This design comes from an exercise in tuning for small area, a short achievable clock period and few clock cycles per item on the open sky130 flow, not from production work. Function was checked by simulation only, so behaviour that the tests miss may differ from the original.

## flow/design.v

```verilog
module popcount_unit (
    input  wire         clk,
    input  wire         rst,         
    input  wire         in_valid,
    input  wire [1:0]   op,          
    input  wire [127:0] operand,
    output reg          out_valid,
    output reg  [7:0]   result,
    output reg          valid,
    output reg          illegal,
    output reg  [2:0]   strategy
);
    localparam [1:0] OP_POPCNT = 2'b00;
    localparam [1:0] OP_BSF    = 2'b01;
    localparam [1:0] OP_BSR    = 2'b10;
    localparam [2:0] S_SWAR     = 3'b001;
    localparam [2:0] S_TABLE4   = 3'b010;
    localparam [2:0] S_DEBRUIJN = 3'b100;
    localparam [2:0] S_NONE     = 3'b111;
    localparam integer DENSITY_THRESHOLD = 16;
    reg         req_valid;
    reg [1:0]   req_op;
    reg [127:0] req_a;
    always @(posedge clk) begin
        if (rst)
            req_valid <= 1'b0;
        else
            req_valid <= in_valid;
        req_op <= op;
        req_a  <= operand;
    end
    function [2:0] t4;
        input [3:0] nib;
        case (nib)
            4'h0:                      t4 = 3'd0;
            4'h1, 4'h2, 4'h4, 4'h8:    t4 = 3'd1;
            4'h3, 4'h5, 4'h6, 4'h9,
            4'hA, 4'hC:                t4 = 3'd2;
            4'h7, 4'hB, 4'hD, 4'hE:    t4 = 3'd3;
            default:                   t4 = 3'd4;
        endcase
    endfunction
    reg [7:0] pop_lo, pop_hi, pop;
    integer n;
    always @* begin
        pop_lo = 8'd0;
        pop_hi = 8'd0;
        for (n = 0; n < 16; n = n + 1) begin
            pop_lo = pop_lo + t4(req_a[4*n +: 4]);
            pop_hi = pop_hi + t4(req_a[64 + 4*n +: 4]);
        end
        pop = pop_lo + pop_hi;
    end
    reg [6:0] lsb_idx, msb_idx;
    reg       nonzero;
    integer i;
    always @* begin
        lsb_idx = 7'd0;
        for (i = 127; i >= 0; i = i - 1)
            if (req_a[i]) lsb_idx = i[6:0];
        msb_idx = 7'd0;
        for (i = 0; i < 128; i = i + 1)
            if (req_a[i]) msb_idx = i[6:0];
        nonzero = |req_a;
    end
    reg [7:0] nxt_result;
    reg       nxt_valid, nxt_illegal;
    reg [2:0] nxt_strategy;
    always @* begin
        case (req_op)
            OP_POPCNT: begin
                nxt_result   = pop;
                nxt_valid    = 1'b1;
                nxt_illegal  = 1'b0;
                nxt_strategy = (pop < DENSITY_THRESHOLD) ? S_TABLE4 : S_SWAR;
            end
            OP_BSF: begin
                nxt_result   = nonzero ? {1'b0, lsb_idx} : 8'd0;
                nxt_valid    = nonzero;
                nxt_illegal  = 1'b0;
                nxt_strategy = S_DEBRUIJN;
            end
            OP_BSR: begin
                nxt_result   = nonzero ? {1'b0, msb_idx} : 8'd0;
                nxt_valid    = nonzero;
                nxt_illegal  = 1'b0;
                nxt_strategy = S_DEBRUIJN;
            end
            default: begin
                nxt_result   = 8'd0;
                nxt_valid    = 1'b0;
                nxt_illegal  = 1'b1;
                nxt_strategy = S_NONE;
            end
        endcase
    end
    always @(posedge clk) begin
        if (rst)
            out_valid <= 1'b0;
        else
            out_valid <= req_valid;
        result   <= nxt_result;
        valid    <= nxt_valid;
        illegal  <= nxt_illegal;
        strategy <= nxt_strategy;
    end
endmodule
```

## flow/run.sh

```bash
#!/bin/bash
# synth_recipe.tcl (not shown) runs the flow's synth.tcl, then flattens the netlist and writes it again
# the make line also repeats each setting of config.mk as NAME=value (left out here)
make -C /OpenROAD-flow-scripts/flow DESIGN_CONFIG=/design/flow/config.mk WORK_HOME=/design/flow/orfs CLKGATE_MAP_FILE= SYNTH_SCRIPT=/design/flow/synth_recipe.tcl finish
```

## flow/config.mk

```make
export PLATFORM = sky130hd
export DESIGN_NAME = popcount_unit
export DESIGN_NICKNAME = popcount_unit
export VERILOG_FILES = /design/flow/design.v
export SDC_FILE = /design/flow/constraint.sdc
export NUM_CORES = 4
export LEC_CHECK = 0
export CAP_MARGIN = 20
export CORE_MARGIN = 2
export CORE_UTILIZATION = 40
export SLEW_MARGIN = 20
```

## flow/constraint.sdc

```tcl
create_clock -name core_clock -period 7.0 [get_ports {clk}]
set_input_delay 1.4000 -clock core_clock [delete_from_list [all_inputs] [get_ports {clk}]]
set_output_delay 1.4000 -clock core_clock [all_outputs]
set_load 0.01 [all_outputs]
```

==> summary.txt <==
## per-stage QoR
| stage | setup slack [ns] | area, um^2 | hold slack (ns) | utilization (%) |
|---|---|---|---|---|
| floorplan | 0.991 | 13700 | 0.414 | - |
| global placement | 0.791 | 15700 | 0.435 | 46.7 |
| detailed placement | 0.714 | 15700 | 0.449 | 46.7 |
| CTS | 0.706 | 16600 | 0.459 | 49.3 |
| global route | 0.360 | 16600 | 0.460 | 49.3 |
| finish | 0.693 | 16600 | 0.446 | 49.3 |
## placed cells by master, fill, tap and decap left out, types with 25 or more instances in the layout
cell / netlist / final
a21oi_1: 93 / 93
clkbuf_16: 0 / 27
clkdlybuf4s50_1: 0 / 146
dfxtp_1: 241 / 241
fa_1: 91 / 91
ha_1: 127 / 127
inv_1: 228 / 228
nand2_1: 71 / 71
nand3_1: 41 / 41
nor2_1: 77 / 77
nor3_1: 58 / 58
o21ai_0: 62 / 62
o31ai_1: 38 / 38
xnor2_1: 25 / 25
xor2_1: 47 / 47
## cell families after synthesis
group	Yosys count
flops	241
mux	9
simple gates	359
buf+inv	234
fa+ha+maj	218
compound gates	304
xor+xnor	72
## layer usage
layer	global-route usage [%]	share of wire, %	vias up	wire length, um
met5	0	0	-	0
met4	6.95	3.1	0	1210
met3	3.15	5.5	63	2180
met2	34.8	45	312	17500
met1	30.6	47	5109	18400
li1	-	-	5260	-
## how the worst max path moves through the flow
stage               start     endpoint  slack, ns  cells past startpoint
finish               flop  strategy[0]       0.69                     21
global route         flop  strategy[0]       0.36                     26
CTS                  flop  strategy[0]       0.71                     26
detailed placement   flop  strategy[0]       0.71                     26
global placement     flop  strategy[0]       0.79                     26
floorplan            flop  strategy[0]       0.99                     26
## final cells by class
class	instances	area, um^2
Clock buffer	35	756
Clock inverter	13	133
Fill cell	3152	17100
Inverter	228	856
Multi-Input combinational cell	962	8040
Sequential cell	241	4820
Tap cell	448	561
Timing Repair Buffer	146	1460
==> flow_summary_export.csv <==
group,metric,value,unit
run_status,status,"finished clean",
placed_design,dp_hpwl,32900,um
synthesis,synth-seq-cells,241,
synthesis,synth-simple-area-share,14.1,%
timing,grt_setup_unrepaired,"false",
synthesis,async_flop_share,0,%
clocking,clkTransAtPathRegs,0.06,ns
critical_path,path_buf_inv,6,
synthesis,yosys.area.top_type_share,35.1,%
timing,fin_setup_tns,0,ns
critical_path,max_stage_delay,0.59,ns
finish,num_antenna_cells,0,
finish,area_growth,21.0,%
die,io-pin-count,147,
critical_path,slowest_stage,"fa_1",
timing,hold_violations,0,
global_routing,grt_usage,21.9,%
timing,setup_viol,0,
critical_path,crit_arrival,6.72,ns
critical_path,start_kind,"flop",
finish,layoutNonFillerInstCount,2073,
die,die_h,189,um
critical_path,cp.required,7.42,ns
finish,nNetsFinal,1956,
placed_design,port_buffers,146,
timing,slew_violations,0,
die,num_rows,67,
synthesis,synth_top_area_cell,"dfxtp_1",
placed_design,place_congestion,0.942,
die,design.die.area,0.0358,mm^2
synthesis,netlist_area,0.0137,mm^2
timing,period_share,90.1,%
die,die_x,189,um
placed_design,dp.cells,2025,
die,coreArea,0.0337,mm^2
timing,min_period,6.31,ns
global_routing,grt_max_degree,16,
clocking,post_cts_resized,0,
hold_path,hold_path_class,"flop to flop",
clocking,post-cts-setup-buffers,0,
synthesis,post_synth_num_cell_types,66,
drt,routed_wl,39400,um
timing,worst_pin_slew,0.890,ns
synthesis,synth.area.mux_share,0.656,%
drt,via_per_inst,5.18,
clocking,cts_tree,"built",
drt,drcViolationCount,0,
hold_path,worstHoldPathCells,1,
finish,drive_gt1_share,4.37,%
clocking,clk_path_buf_depth,3,
drt,post_drt_wl_per_cell,19.0,um
synthesis,synth_enable_flop_cells,0,
synthesis,synth_compound_area_share,14.3,%
timing,fmax,159,MHz
synthesis,synth.most_common_cell,"dfxtp_1",
hold_path,worstHoldStart,"req_valid",
drt,drtIter0Drc,687,
clocking,cts_buffers,26,
critical_path,path_cells,"inv_1 -> fa_1 -> inv_1 -> fa_1 -> fa_1 -> inv_1 -> fa_1 -> fa_1 -> fa_1 -> inv_1 -> fa_1 -> fa_1 -> inv_1 -> fa_1 -> inv_1 -> a21oi_1 -> o21bai_1 -> a21o_1 -> a21oi_1 -> xnor2_1 -> o32a_1",
die,initial_core_util,40.8,%
critical_path,setup.worst_path.end_class,"flop",
hold_path,hold_end,"out_valid",
synthesis,synth_flop_cell,"dfxtp_1",
critical_path,rrSetupSlack,0.69,ns
synthesis,syn_inst,1437,
timing,skew,0.0103,ns
critical_path,crit_type,"flop to flop",
drt,dr_total_vias,10700,
synthesis,synth_top_family_by_area,"adder cells",
global_routing,overflow,0,
run,max_cap_viol_count,0,
critical_path,r2r_cells,21,
synthesis,synth_common_cells,"dfxtp_1 (241), inv_1 (228), ha_1 (127), a21oi_1 (93), fa_1 (91)",
synthesis,synth.area.top_cells,"dfxtp_1 (35%), fa_1 (13%), ha_1 (12%)",
synthesis,synth_seq_area_share,35.1,%
clocking,htreeDepth,1,
clocking,clk_latency,0.54,ns
global_routing,antenna_found_initial,0,
synthesis,synth_nets,1788,
timing,relSlewSlack,40.1,%
drt,ant_nets,0,
critical_path,r2r-end,"strategy[0]",
global_routing,grt_pass1_vias,10500,
clocking,root_buffer,"clkbuf_16",
synthesis,avgSynthCellArea,9.56,um^2
clocking,ctsHoldBuffers,0,
global_routing,grt_pass1_wl,59400,um
synthesis,yosys.area_share.xor_xnor,4.59,%
critical_path,crit_fanout,3,
synthesis,ys_warn_count,1,
clocking,cts_sinks,241,
synthesis,synth_fa_ha_area_share,24.8,%
critical_path,crit_family,"adder cells",
critical_path,path_common_cell,"fa_1",
drt,dr.pass1.iters,5,
Testbench counts, summed over its fixed seeds: cycles 4,008, items 4,000.

## static timing again, ports no longer ideal
The flow's constraints put no driver on any port. The routed layout listed below was extracted and timed again, unchanged, in two steps.
Step 1 sets driving cells, clkbuf_16 on the clock port and buf_2 on the other inputs (assumed; they add their load-dependent delay and slew).
Step 2 also shifts input and output timing later by t, the mid clock arrival at the registers, as if the neighbouring blocks saw the same clock.
a / b / c = ideal / step 1 / step 2; a / b = the first two.
t (ns): 0.588
setup slack, ns: 0.693 / 0.693 / 0.693
worst setup path at the end: register to register
latest minus earliest clock arrival (ns): 0.010 / 0.010
After both steps this run still meets setup and hold. For this run, drivers alone change the setup slack by 0.000 ns; drivers and shift together by 0.000 ns.
